Context: an optimization exercise on an open-source flow, tuned for small area. The choices shown serve that exercise and are no tape-out recipe.
Only simulation tests tie the RTL to the original design; equivalence was not proved.
Power figures rest on the tool's default switching activity, not on a simulated workload.

==> job 7715 <==
==> flow/design.v <==
module spi_daq #(
  parameter integer CLK_HZ = 50000000
) (
  input  wire          clk,
  input  wire          rst,
  input  wire          cmd_valid,
  output wire          cmd_ready,
  input  wire [31:0]   cmd_word,
  input  wire [31:0]   cfg_clock_hz,
  input  wire [7:0]    cfg_mode,
  input  wire          cfg_no_cs,
  input  wire          cfg_sync_enable,
  input  wire [31:0]   cfg_settle_frames,
  input  wire [31:0]   cfg_timeout_ms,
  input  wire [63:0]   now_ns,
  output reg           rsp_valid,
  output reg  [2:0]    rsp_code,
  output wire [63:0]   rsp_seq,
  output wire [63:0]   rsp_ts,
  output wire [255:0]  rsp_ch,
  output wire [191:0]  rsp_raw,
  output wire          sclk,
  output wire          mosi,
  output wire          cs_n,
  input  wire          miso,
  input  wire          drdy_n,
  output wire          sync_n
);
  localparam integer CYC_PER_MS = CLK_HZ / 1000;
  localparam integer HALF_NUM   = CLK_HZ / 2;       
  localparam [2:0] RC_OK        = 3'd0,
                   RC_INVALID   = 3'd1,
                   RC_ALREADY   = 3'd2,
                   RC_NOT_PERM  = 3'd3,
                   RC_TIMED_OUT = 3'd4,
                   RC_IO_FAIL   = 3'd6,
                   RC_REFUSED   = 3'd7;
  localparam [2:0] ST_CLR   = 3'd0,    
                   ST_IDLE  = 3'd1,
                   ST_PULSE = 3'd2,    
                   ST_WAIT  = 3'd3,    
                   ST_XFER  = 3'd4,    
                   ST_INC   = 3'd5,    
                   ST_CAPZ  = 3'd6;    
  reg  [2:0]   st;
  reg  [5:0]   ph;
  wire         ph31 = (ph == 6'd31);
  wire         ph63 = (ph == 6'd63);
  wire         seg0 = (ph[4:0] == 5'd0);
  wire s_clr  = (st == ST_CLR);
  wire s_idle = (st == ST_IDLE);
  wire s_pul  = (st == ST_PULSE);
  wire s_wait = (st == ST_WAIT);
  wire s_xfer = (st == ST_XFER);
  wire s_inc  = (st == ST_INC);
  wire s_capz = (st == ST_CAPZ);
  reg          is_open, started, host;
  reg          cpol, cpha, nocs, synce;
  reg  [24:0]  hz;
  reg  [24:0]  acc;
  reg  [8:0]   e;
  reg          tp, ma, got, sm;
  reg          ts_c, neq, sq_c;
  reg          d1, d2, d3;
  reg  [63:0]  sq, ts, cf;
  reg  [191:0] raw;
  always @(posedge clk) begin
    d1 <= drdy_n;
    d2 <= d1;
    d3 <= d2;
  end
  wire drdy_fall = d3 & ~d2;
  wire        accept  = cmd_valid & cmd_ready;
  wire [7:0]  op      = cmd_word[7:0];
  wire        p_bit   = cmd_word[11];
  wire        hi_zero = (cmd_word[31:12] == 20'd0) && (cmd_word[10:8] == 3'd0);
  wire        c_open  = hi_zero && op == 8'h30;
  wire        c_start = hi_zero && !p_bit && op == 8'h31;
  wire        c_read  = hi_zero && op == 8'h32;
  wire        c_raw   = hi_zero && op == 8'h33;
  wire        c_stop  = hi_zero && !p_bit && op == 8'h34;
  wire        c_close = hi_zero && !p_bit && op == 8'h35;
  assign cmd_ready = s_idle & ph63;
  wire [25:0] sum      = {1'b0, acc} + (s_xfer ? {1'b0, hz} : 26'd1);
  wire        e_done   = e[8] & e[7];                   
  wire        tick     = s_xfer ? (sum >= HALF_NUM) : (acc[15:0] == CYC_PER_MS - 1);
  wire        edge_now = s_xfer & tick & ~e_done;
  wire op_clr = ph[5] ? ~(s_wait | (host & s_xfer)) : (s_pul | s_capz);
  wire op_inc = ph[5] ? (s_wait & ma)               : (s_inc & ~host);
  wire c_eff  = seg0 ? op_inc : ts_c;
  wire t_bit  = op_clr ? 1'b0 : (ts[0] ^ c_eff);
  wire neq_n  = (seg0 ? 1'b0 : neq) | (t_bit ^ cf[0]);
  wire match  = ~neq_n;                                 
  wire got_now = got | drdy_fall;
  wire go_xfer = s_wait & ph63 & got;
  wire cap     = s_capz & ph63;
  wire tmo_hit = s_wait & ph63 & ~got & ma & match;
  wire sq_cin  = (ph == 6'd0) | sq_c;
  wire sq_bit  = s_clr ? 1'b0 : (sq[0] ^ (s_inc & sq_cin));
  wire load_cfg;
  wire [31:0] tmo_eff = (cfg_timeout_ms == 32'd0) ? 32'd2000 : cfg_timeout_ms;
  always @(posedge clk) begin
    sq   <= {sq_bit, sq[63:1]};
    sq_c <= sq[0] & sq_cin;
    ts <= {t_bit, ts[63:1]} | (now_ns & {64{cap}});
    ts_c <= ts[0] & c_eff;
    neq  <= neq_n;
    cf <= {cf[0] & is_open, cf[63:1]} | ({tmo_eff, cfg_settle_frames} & {64{load_cfg}});
  end
  wire sample = edge_now & (e[0] == cpha);
  wire raw_en = sample | s_clr;
  always @(posedge clk)
    if (raw_en)
      raw <= {raw[190:0], miso & ~s_clr};
  assign sclk = cpol ^ e[0];
  assign cs_n = ~(s_xfer & ~nocs);
  assign mosi = 1'b0;
  assign sync_n = ~s_pul;
  genvar gi;
  generate
    for (gi = 0; gi < 24; gi = gi + 1) begin : g_raw
      assign rsp_raw[8*gi +: 8] = raw[191 - 8*gi -: 8];
    end
    for (gi = 0; gi < 8; gi = gi + 1) begin : g_ch
      assign rsp_ch[32*gi +: 32] = {{8{raw[191 - 24*gi]}}, raw[191 - 24*gi -: 24]};
    end
  endgenerate
  assign rsp_seq = sq;
  assign rsp_ts  = ts;
  wire [24:0] hz_in = (cfg_clock_hz == 32'd0) ? 25'd1000000 :
                      (|cfg_clock_hz[31:25])  ? {25{1'b1}} : cfg_clock_hz[24:0];
  wire open_ok = accept & c_open & p_bit & ~is_open & (cfg_mode[7:2] == 6'd0);
  assign load_cfg = open_ok;
  reg  [2:0] st_n;
  reg        rv_n;
  reg  [2:0] rc_n;
  always @(*) begin
    st_n = st;
    rv_n = 1'b0;
    rc_n = RC_OK;
    case (st)
      ST_CLR:   if (acc[7] & acc[6]) st_n = ST_IDLE;
      ST_IDLE:  if (accept) begin
        rv_n = 1'b1;
        if (c_open) begin
          if (!p_bit)              rc_n = RC_INVALID;
          else if (is_open)        rc_n = RC_ALREADY;
          else if (cfg_mode[7:2] != 6'd0) rc_n = RC_IO_FAIL;
        end else if (c_start) begin
          if (!is_open)            rc_n = RC_NOT_PERM;
          else if (!started && synce) begin
            rv_n = 1'b0;
            st_n = ST_PULSE;
          end
        end else if (c_read) begin
          if (!p_bit)              rc_n = RC_INVALID;
          else if (!started)       rc_n = RC_NOT_PERM;
          else begin
            rv_n = 1'b0;
            st_n = ST_WAIT;
          end
        end else if (c_raw) begin
          if (!p_bit)              rc_n = RC_INVALID;
        end else if (c_stop) begin
        end else if (c_close) begin
          st_n = ST_CLR;
        end else
          rc_n = RC_REFUSED;
      end
      ST_PULSE: if (ph63 & acc[8] & acc[7] & acc[6]) begin
        if (sm) begin
          rv_n = 1'b1;
          st_n = ST_IDLE;
        end else
          st_n = ST_WAIT;
      end
      ST_WAIT: if (ph63) begin
        if (got)
          st_n = host ? ST_CAPZ : ST_XFER;
        else if (ma & match) begin
          rv_n = 1'b1;
          rc_n = RC_TIMED_OUT;
          st_n = ST_IDLE;
        end
      end
      ST_CAPZ: if (ph63) st_n = ST_XFER;
      ST_XFER: if (ph63 & e_done) begin
        rv_n = host;
        st_n = ST_INC;
      end
      ST_INC: if (ph63) begin
        if (host)
          st_n = ST_IDLE;
        else if (sm) begin
          rv_n = 1'b1;
          st_n = ST_IDLE;
        end else
          st_n = ST_WAIT;
      end
      default: st_n = ST_CLR;
    endcase
  end
  wire leave = (st_n != st);
  always @(posedge clk) begin
    if (rst) begin
      st        <= ST_CLR;
      ph        <= 6'd0;
      rsp_valid <= 1'b0;
      is_open   <= 1'b0;
      started   <= 1'b0;
      acc       <= 25'd0;
    end else begin
      st        <= st_n;
      ph        <= ph + 1'b1;
      rsp_valid <= rv_n;
      acc       <= (leave | tick | s_idle | s_inc) ? 25'd0 : sum[24:0];
      if (open_ok) begin
        is_open <= 1'b1;
        started <= 1'b0;
      end
      if (s_idle & accept) begin
        if (c_close) begin
          is_open <= 1'b0;
          started <= 1'b0;
        end
        if (c_stop)
          started <= 1'b0;
        if (c_start & is_open)
          started <= 1'b1;
      end
      if (tmo_hit & ~host)
        started <= 1'b0;
    end
  end
  always @(posedge clk) begin
    rsp_code <= rc_n;
    if (open_ok) begin
      cpol  <= cfg_mode[1];
      cpha  <= cfg_mode[0];
      nocs  <= cfg_no_cs;
      synce <= cfg_sync_enable;
      hz    <= hz_in;
    end
    if (s_idle & accept)
      host <= c_read;
    e   <= s_xfer ? e + edge_now : 9'd0;
    got <= s_wait & ~go_xfer & got_now;
    tp  <= s_wait & (tick | (tp & ~ph31));
    if (ph31) begin
      ma <= tp & s_wait;
      if (s_pul | s_inc)
        sm <= match;
    end
  end
endmodule
==> flow/flow/run.sh <==
#!/bin/bash
# Standard ORFS layout with buf_1 port buffers and a clock tree without dummy loads.
set -euo pipefail
export BUFFER_PORTS_ARGS="-buffer_cell sky130_fd_sc_hd__buf_1"
export CTS_ARGS="-sink_clustering_enable -repair_clock_nets -dont_use_dummy_load -buf_list sky130_fd_sc_hd__clkbuf_16 -sink_clustering_size 40 -sink_clustering_max_diameter 80"
bash standard.sh > standard.log 2>&1
==> flow/standard.sh <==
#!/bin/bash
# synth_recipe.tcl (not shown) runs the flow's synth.tcl, then flattens the netlist and writes it again
# the make line also repeats each setting of config.mk as NAME=value (left out here)
make -C /OpenROAD-flow-scripts/flow DESIGN_CONFIG=/design/flow/config.mk WORK_HOME=/design/flow/orfs CLKGATE_MAP_FILE= SYNTH_SCRIPT=/design/flow/synth_recipe.tcl "${@:-finish}"
==> flow/config.mk <==
export PLATFORM = sky130hd
export DESIGN_NAME = spi_daq
export DESIGN_NICKNAME = spi_daq
export VERILOG_FILES = /design/flow/design.v
export SDC_FILE = /design/flow/constraint.sdc
export NUM_CORES = 4
export LEC_CHECK = 0
export CAP_MARGIN = 20
export CORE_MARGIN = 2
export CORE_UTILIZATION = 60
export PLACE_DENSITY = 0.7
export SLEW_MARGIN = 20
==> flow/constraint.sdc <==
create_clock -name core_clock -period 20.0 [get_ports {clk}]
set_input_delay 4.0000 -clock core_clock [delete_from_list [all_inputs] [get_ports {clk}]]
set_output_delay 4.0000 -clock core_clock [all_outputs]
set_load 0.01 [all_outputs]
==> inputs of job 6217, as changes to job 7715 <==
==> flow/flow/run.sh (replaced) <==
#!/bin/bash
# Standard ORFS layout with buf_1 port buffers and a clock tree without dummy loads.
set -euo pipefail
export BUFFER_PORTS_ARGS="-buffer_cell sky130_fd_sc_hd__buf_1"
export CTS_ARGS="-sink_clustering_enable -repair_clock_nets -dont_use_dummy_load -buf_list sky130_fd_sc_hd__clkbuf_8 -sink_clustering_size 20 -sink_clustering_max_diameter 60"
bash standard.sh > standard.log 2>&1
- CORE_AREA: not set -> 4 4 228 228
- CORE_MARGIN: 2 -> not set
- CORE_UTILIZATION: 60 -> not set
- DIE_AREA: not set -> 0 0 232 232
- PLACE_DENSITY: 0.7 -> 0.6
==> inputs of job 8017, as changes to job 7715 <==
==> flow/flow/run.sh (replaced) <==
#!/bin/bash
# Standard ORFS layout with buf_1 port buffers, synthesis buffers removed, a clock tree
# without dummy loads.
set -euo pipefail
export BUFFER_PORTS_ARGS="-buffer_cell sky130_fd_sc_hd__buf_1"
export CTS_ARGS="-sink_clustering_enable -repair_clock_nets -dont_use_dummy_load -buf_list sky130_fd_sc_hd__clkbuf_8 -sink_clustering_size 20 -sink_clustering_max_diameter 60"
export REMOVE_ABC_BUFFERS=1
bash standard.sh > standard.log 2>&1
- CORE_AREA: not set -> 4 4 228 228
- CORE_MARGIN: 2 -> not set
- CORE_UTILIZATION: 60 -> not set
- DIE_AREA: not set -> 0 0 232 232
- PLACE_DENSITY: 0.7 -> 0.6
==> inputs of job 9734, as changes to job 7715 <==
--- a/flow/design.v
+++ b/flow/design.v
@@ -42,4 +42,3 @@
                    ST_XFER  = 3'd4,    
-                   ST_INC   = 3'd5,    
-                   ST_CAPZ  = 3'd6;    
+                   ST_INC   = 3'd5;    
   reg  [2:0]   st;
@@ -55,3 +54,2 @@
   wire s_inc  = (st == ST_INC);
-  wire s_capz = (st == ST_CAPZ);
   reg          is_open, started, host;
@@ -87,3 +85,3 @@
   wire        edge_now = s_xfer & tick & ~e_done;
-  wire op_clr = ph[5] ? ~(s_wait | (host & s_xfer)) : (s_pul | s_capz);
+  wire op_clr = ph[5] ? ~(s_wait | (host & s_xfer)) : s_pul;
   wire op_inc = ph[5] ? (s_wait & ma)               : (s_inc & ~host);
@@ -95,3 +93,3 @@
   wire go_xfer = s_wait & ph63 & got;
-  wire cap     = s_capz & ph63;
+  wire cap     = go_xfer & host;
   wire tmo_hit = s_wait & ph63 & ~got & ma & match;
@@ -104,6 +102,12 @@
     sq_c <= sq[0] & sq_cin;
-    ts <= {t_bit, ts[63:1]} | (now_ns & {64{cap}});
+    if (cap)
+      ts <= now_ns;
+    else
+      ts <= {t_bit, ts[63:1]};
     ts_c <= ts[0] & c_eff;
     neq  <= neq_n;
-    cf <= {cf[0] & is_open, cf[63:1]} | ({tmo_eff, cfg_settle_frames} & {64{load_cfg}});
+    if (load_cfg)
+      cf <= {tmo_eff, cfg_settle_frames};
+    else
+      cf <= {cf[0], cf[63:1]};
   end
@@ -178,3 +182,3 @@
         if (got)
-          st_n = host ? ST_CAPZ : ST_XFER;
+          st_n = ST_XFER;
         else if (ma & match) begin
@@ -185,3 +189,2 @@
       end
-      ST_CAPZ: if (ph63) st_n = ST_XFER;
       ST_XFER: if (ph63 & e_done) begin
==> flow/flow/run.sh (replaced) <==
#!/bin/bash
# Standard ORFS layout with smaller port buffers and a clock tree without dummy loads.
set -euo pipefail
export BUFFER_PORTS_ARGS="-buffer_cell sky130_fd_sc_hd__buf_1"
export CTS_ARGS="-sink_clustering_enable -repair_clock_nets -dont_use_dummy_load -buf_list sky130_fd_sc_hd__clkbuf_8"
bash standard.sh > standard.log 2>&1
- ABC_AREA: not set -> 1
- CORE_UTILIZATION: 60 -> 40
- PLACE_DENSITY: 0.7 -> 0.6
==> comparison table <==
| item | job 7715 | job 9734 | job 8017 | job 6217 |
|---|---|---|---|---|
| Outcome | aborted with a tool error | finished clean | finished clean | finished clean |
| Failing step | 3_2_place_iop | - | - | - |
| End-of-flow core utilization | - | 46.4% | 42.0% | 42.0% |
| Area fraction in compound gates after synthesis | 10.8% | 2.81% | 10.8% | 10.8% |
| Commonest non-fill, non-tap cell in the layout | - | sky130_fd_sc_hd__buf_1 | sky130_fd_sc_hd__buf_1 | sky130_fd_sc_hd__buf_1 |
| Worst reg2reg startpoint | - | st[0] | st[2] | st[2] |
| Total setup violations reported at the end of the flow | - | 0 | 0 | 0 |
| First-pass iteration count of the detailed router | - | 5 | 5 | 5 |
| Clk buf depth | - | 3 | 3 | 3 |
| Setup crit start | - | st[0] | ph[0] | st[2] |
| Placement Rows | 64 | 80 | 81 | 81 |
| GRT met1 Usage | - | 34.5% | 34.4% | 29.8% |
| Worst R2R Setup Slack | - | 13.79 ns | 13.73 ns | 13.45 ns |
| Clk latency of the worst-skew pair | - | 0.66 ns | 0.64 ns | 0.65 ns |
| Initial core utilization | 60.6% | 40.5% | 37.5% | 37.5% |
| Die Outline Area | - | 50,000 sq um | 53,800 sq um | 53,800 sq um |

==> 05-21 <==
RTL: the design.v shown in full above, as it stands there.
==> flow/config.mk <==
export PLATFORM = sky130hd
export DESIGN_NAME = spi_daq
export DESIGN_NICKNAME = spi_daq
export VERILOG_FILES = /design/flow/design.v
export SDC_FILE = /design/flow/constraint.sdc
export NUM_CORES = 4
export LEC_CHECK = 0
export CAP_MARGIN = 20
export CORE_MARGIN = 2
export CORE_UTILIZATION = 60
export PLACE_DENSITY = 0.7
export SLEW_MARGIN = 20
==> flow/constraint.sdc <==
create_clock -name core_clock -period 20.0 [get_ports {clk}]
set_input_delay 4.0000 -clock core_clock [delete_from_list [all_inputs] [get_ports {clk}]]
set_output_delay 4.0000 -clock core_clock [all_outputs]
set_load 0.01 [all_outputs]
standard.sh (not shown) runs the stock make flow with config.mk's settings and CLKGATE_MAP_FILE= SYNTH_SCRIPT=/design/flow/synth_recipe.tcl, a recipe that flattens the netlist after the stock synthesis.
==> flow/flow/run.sh <==
#!/bin/bash
# Standard ORFS layout with buf_1 port buffers and a clock tree without dummy loads.
set -euo pipefail
export BUFFER_PORTS_ARGS="-buffer_cell sky130_fd_sc_hd__buf_1"
export CTS_ARGS="-sink_clustering_enable -repair_clock_nets -dont_use_dummy_load -buf_list sky130_fd_sc_hd__clkbuf_8 -sink_clustering_size 20 -sink_clustering_max_diameter 60"
bash standard.sh > standard.log 2>&1
==> 03-01: changes against 05-21 <==
--- a/flow/design.v
+++ b/flow/design.v
@@ -42,4 +42,3 @@
                    ST_XFER  = 3'd4,    
-                   ST_INC   = 3'd5,    
-                   ST_CAPZ  = 3'd6;    
+                   ST_INC   = 3'd5;    
   reg  [2:0]   st;
@@ -55,3 +54,2 @@
   wire s_inc  = (st == ST_INC);
-  wire s_capz = (st == ST_CAPZ);
   reg          is_open, started, host;
@@ -87,3 +85,3 @@
   wire        edge_now = s_xfer & tick & ~e_done;
-  wire op_clr = ph[5] ? ~(s_wait | (host & s_xfer)) : (s_pul | s_capz);
+  wire op_clr = ph[5] ? ~(s_wait | (host & s_xfer)) : s_pul;
   wire op_inc = ph[5] ? (s_wait & ma)               : (s_inc & ~host);
@@ -95,3 +93,3 @@
   wire go_xfer = s_wait & ph63 & got;
-  wire cap     = s_capz & ph63;
+  wire cap     = go_xfer & host;
   wire tmo_hit = s_wait & ph63 & ~got & ma & match;
@@ -104,6 +102,12 @@
     sq_c <= sq[0] & sq_cin;
-    ts <= {t_bit, ts[63:1]} | (now_ns & {64{cap}});
+    if (cap)
+      ts <= now_ns;
+    else
+      ts <= {t_bit, ts[63:1]};
     ts_c <= ts[0] & c_eff;
     neq  <= neq_n;
-    cf <= {cf[0] & is_open, cf[63:1]} | ({tmo_eff, cfg_settle_frames} & {64{load_cfg}});
+    if (load_cfg)
+      cf <= {tmo_eff, cfg_settle_frames};
+    else
+      cf <= {cf[0], cf[63:1]};
   end
@@ -178,3 +182,3 @@
         if (got)
-          st_n = host ? ST_CAPZ : ST_XFER;
+          st_n = ST_XFER;
         else if (ma & match) begin
@@ -185,3 +189,2 @@
       end
-      ST_CAPZ: if (ph63) st_n = ST_XFER;
       ST_XFER: if (ph63 & e_done) begin
==> flow/run.sh (new file) <==
#!/bin/bash
# synth_recipe.tcl (not shown) runs the flow's synth.tcl, then flattens the netlist and writes it again
# the make line also repeats each setting of config.mk as NAME=value (left out here)
make -C /OpenROAD-flow-scripts/flow DESIGN_CONFIG=/design/flow/config.mk WORK_HOME=/design/flow/orfs CLKGATE_MAP_FILE= SYNTH_SCRIPT=/design/flow/synth_recipe.tcl finish
CORE_UTILIZATION = 40   (was 60)
PLACE_DENSITY = 0.6   (was 0.7)
removed: flow/flow/run.sh
removed: flow/standard.sh
==> 07-08: changes against 05-21 <==
--- a/flow/design.v
+++ b/flow/design.v
@@ -42,4 +42,3 @@
                    ST_XFER  = 3'd4,    
-                   ST_INC   = 3'd5,    
-                   ST_CAPZ  = 3'd6;    
+                   ST_INC   = 3'd5;    
   reg  [2:0]   st;
@@ -55,3 +54,2 @@
   wire s_inc  = (st == ST_INC);
-  wire s_capz = (st == ST_CAPZ);
   reg          is_open, started, host;
@@ -87,3 +85,3 @@
   wire        edge_now = s_xfer & tick & ~e_done;
-  wire op_clr = ph[5] ? ~(s_wait | (host & s_xfer)) : (s_pul | s_capz);
+  wire op_clr = ph[5] ? ~(s_wait | (host & s_xfer)) : s_pul;
   wire op_inc = ph[5] ? (s_wait & ma)               : (s_inc & ~host);
@@ -95,3 +93,3 @@
   wire go_xfer = s_wait & ph63 & got;
-  wire cap     = s_capz & ph63;
+  wire cap     = go_xfer & host;
   wire tmo_hit = s_wait & ph63 & ~got & ma & match;
@@ -104,6 +102,12 @@
     sq_c <= sq[0] & sq_cin;
-    ts <= {t_bit, ts[63:1]} | (now_ns & {64{cap}});
+    if (cap)
+      ts <= now_ns;
+    else
+      ts <= {t_bit, ts[63:1]};
     ts_c <= ts[0] & c_eff;
     neq  <= neq_n;
-    cf <= {cf[0] & is_open, cf[63:1]} | ({tmo_eff, cfg_settle_frames} & {64{load_cfg}});
+    if (load_cfg)
+      cf <= {tmo_eff, cfg_settle_frames};
+    else
+      cf <= {cf[0], cf[63:1]};
   end
@@ -178,3 +182,3 @@
         if (got)
-          st_n = host ? ST_CAPZ : ST_XFER;
+          st_n = ST_XFER;
         else if (ma & match) begin
@@ -185,3 +189,2 @@
       end
-      ST_CAPZ: if (ph63) st_n = ST_XFER;
       ST_XFER: if (ph63 & e_done) begin
==> flow/flow/run.sh (replaced) <==
#!/bin/bash
# Standard ORFS layout with buf_1 port buffers and a clock tree without dummy loads.
set -euo pipefail
export BUFFER_PORTS_ARGS="-buffer_cell sky130_fd_sc_hd__buf_1"
export CTS_ARGS="-sink_clustering_enable -repair_clock_nets -dont_use_dummy_load -buf_list sky130_fd_sc_hd__clkbuf_4 -sink_clustering_size 30"
bash standard.sh > standard.log 2>&1
CORE_UTILIZATION = 40   (was 60)
PLACE_DENSITY = 0.6   (was 0.7)
==> summary of the runs <==
07-08 completed with no timing, DRC or antenna violations. 05-21 ended with an error in I/O pin placement (3_2_place_iop) (PPL-0024). 03-01 completed with no timing, DRC or antenna violations. Global-route usage: 03-01 is higher than 07-08 (1.5 points). Between 07-08 and 03-01, the lower worst setup slack is in 03-01 (gap 140 ps). Sequential power is about the same in 03-01 and 07-08. In sequential cell count, 03-01 and 07-08 do not differ.
==> figures <==
| quantity | 05-21 | 07-08 | 03-01 |
|---|---|---|---|
| Setup repair after global routing missed its margin | - | false | false |
| Hold path endpoint | - | sq[22]$_DFF_P_ | d2$_DFF_P_ |
| Met2 routing resource usage after global routing | - | 48.6% | 52.3% |
| Run status | did not finish | timing/DRC/antenna clean | timing/DRC/antenna clean |
| Stage where the flow stopped | I/O pin placement (3_2_place_iop) | - | - |
| Clock group power | - | 0.612 mW | 1.02 mW |
| Pin count of the biggest net entering global routing | - | 77 | 81 |
| Number of well taps | - | 615 | 615 |
| Area occupied by registers | - | 11700 um^2 | 11700 um^2 |
| Switching fraction of total power | - | 26.6% | 23.4% |
| Via-per-instance ratio | - | 5.22 | 5.22 |

re-timing with driven ports:
In the flow no input, the clock included, has a driving cell. The finished layouts below were timed again as built, in two steps. Step 1 assumes that a clkbuf_16 drives the clock port and a buf_2 every other input. Step 2 times the ports against the registers' clock, not the clock port: input delays grow and output delays shrink by t, the midpoint of the rising clock arrivals with the driver on. Three values: no drivers, after step 1, after step 2; two values: the first two.
| run | t, ns | setup slack, ns | clock arrival spread, ns | worst data-port slew with drivers (ns) |
|---|---|---|---|---|
| job 6217 | 0.647 | 13.447 / 13.447 / 13.117 | 0.132 / 0.132 | 0.11 |
| job 8017 | 0.655 | 13.544 / 13.490 / 13.080 | 0.089 / 0.088 | 0.18 |
| job 9734 | 0.692 | 13.789 / 13.766 / 13.499 | 0.061 / 0.061 | 0.11 |
| 03-01 | 0.655 | 13.072 / 13.012 / 12.973 | 0.014 / 0.014 | 0.13 |
| 07-08 | 0.911 | 13.215 / 13.155 / 13.032 | 0.117 / 0.118 | 0.12 |
After both steps setup and hold are still met in every run listed. The setup slack of job 8017, which loses most, moves by -0.054 ns with the drivers and by -0.464 ns with both steps.
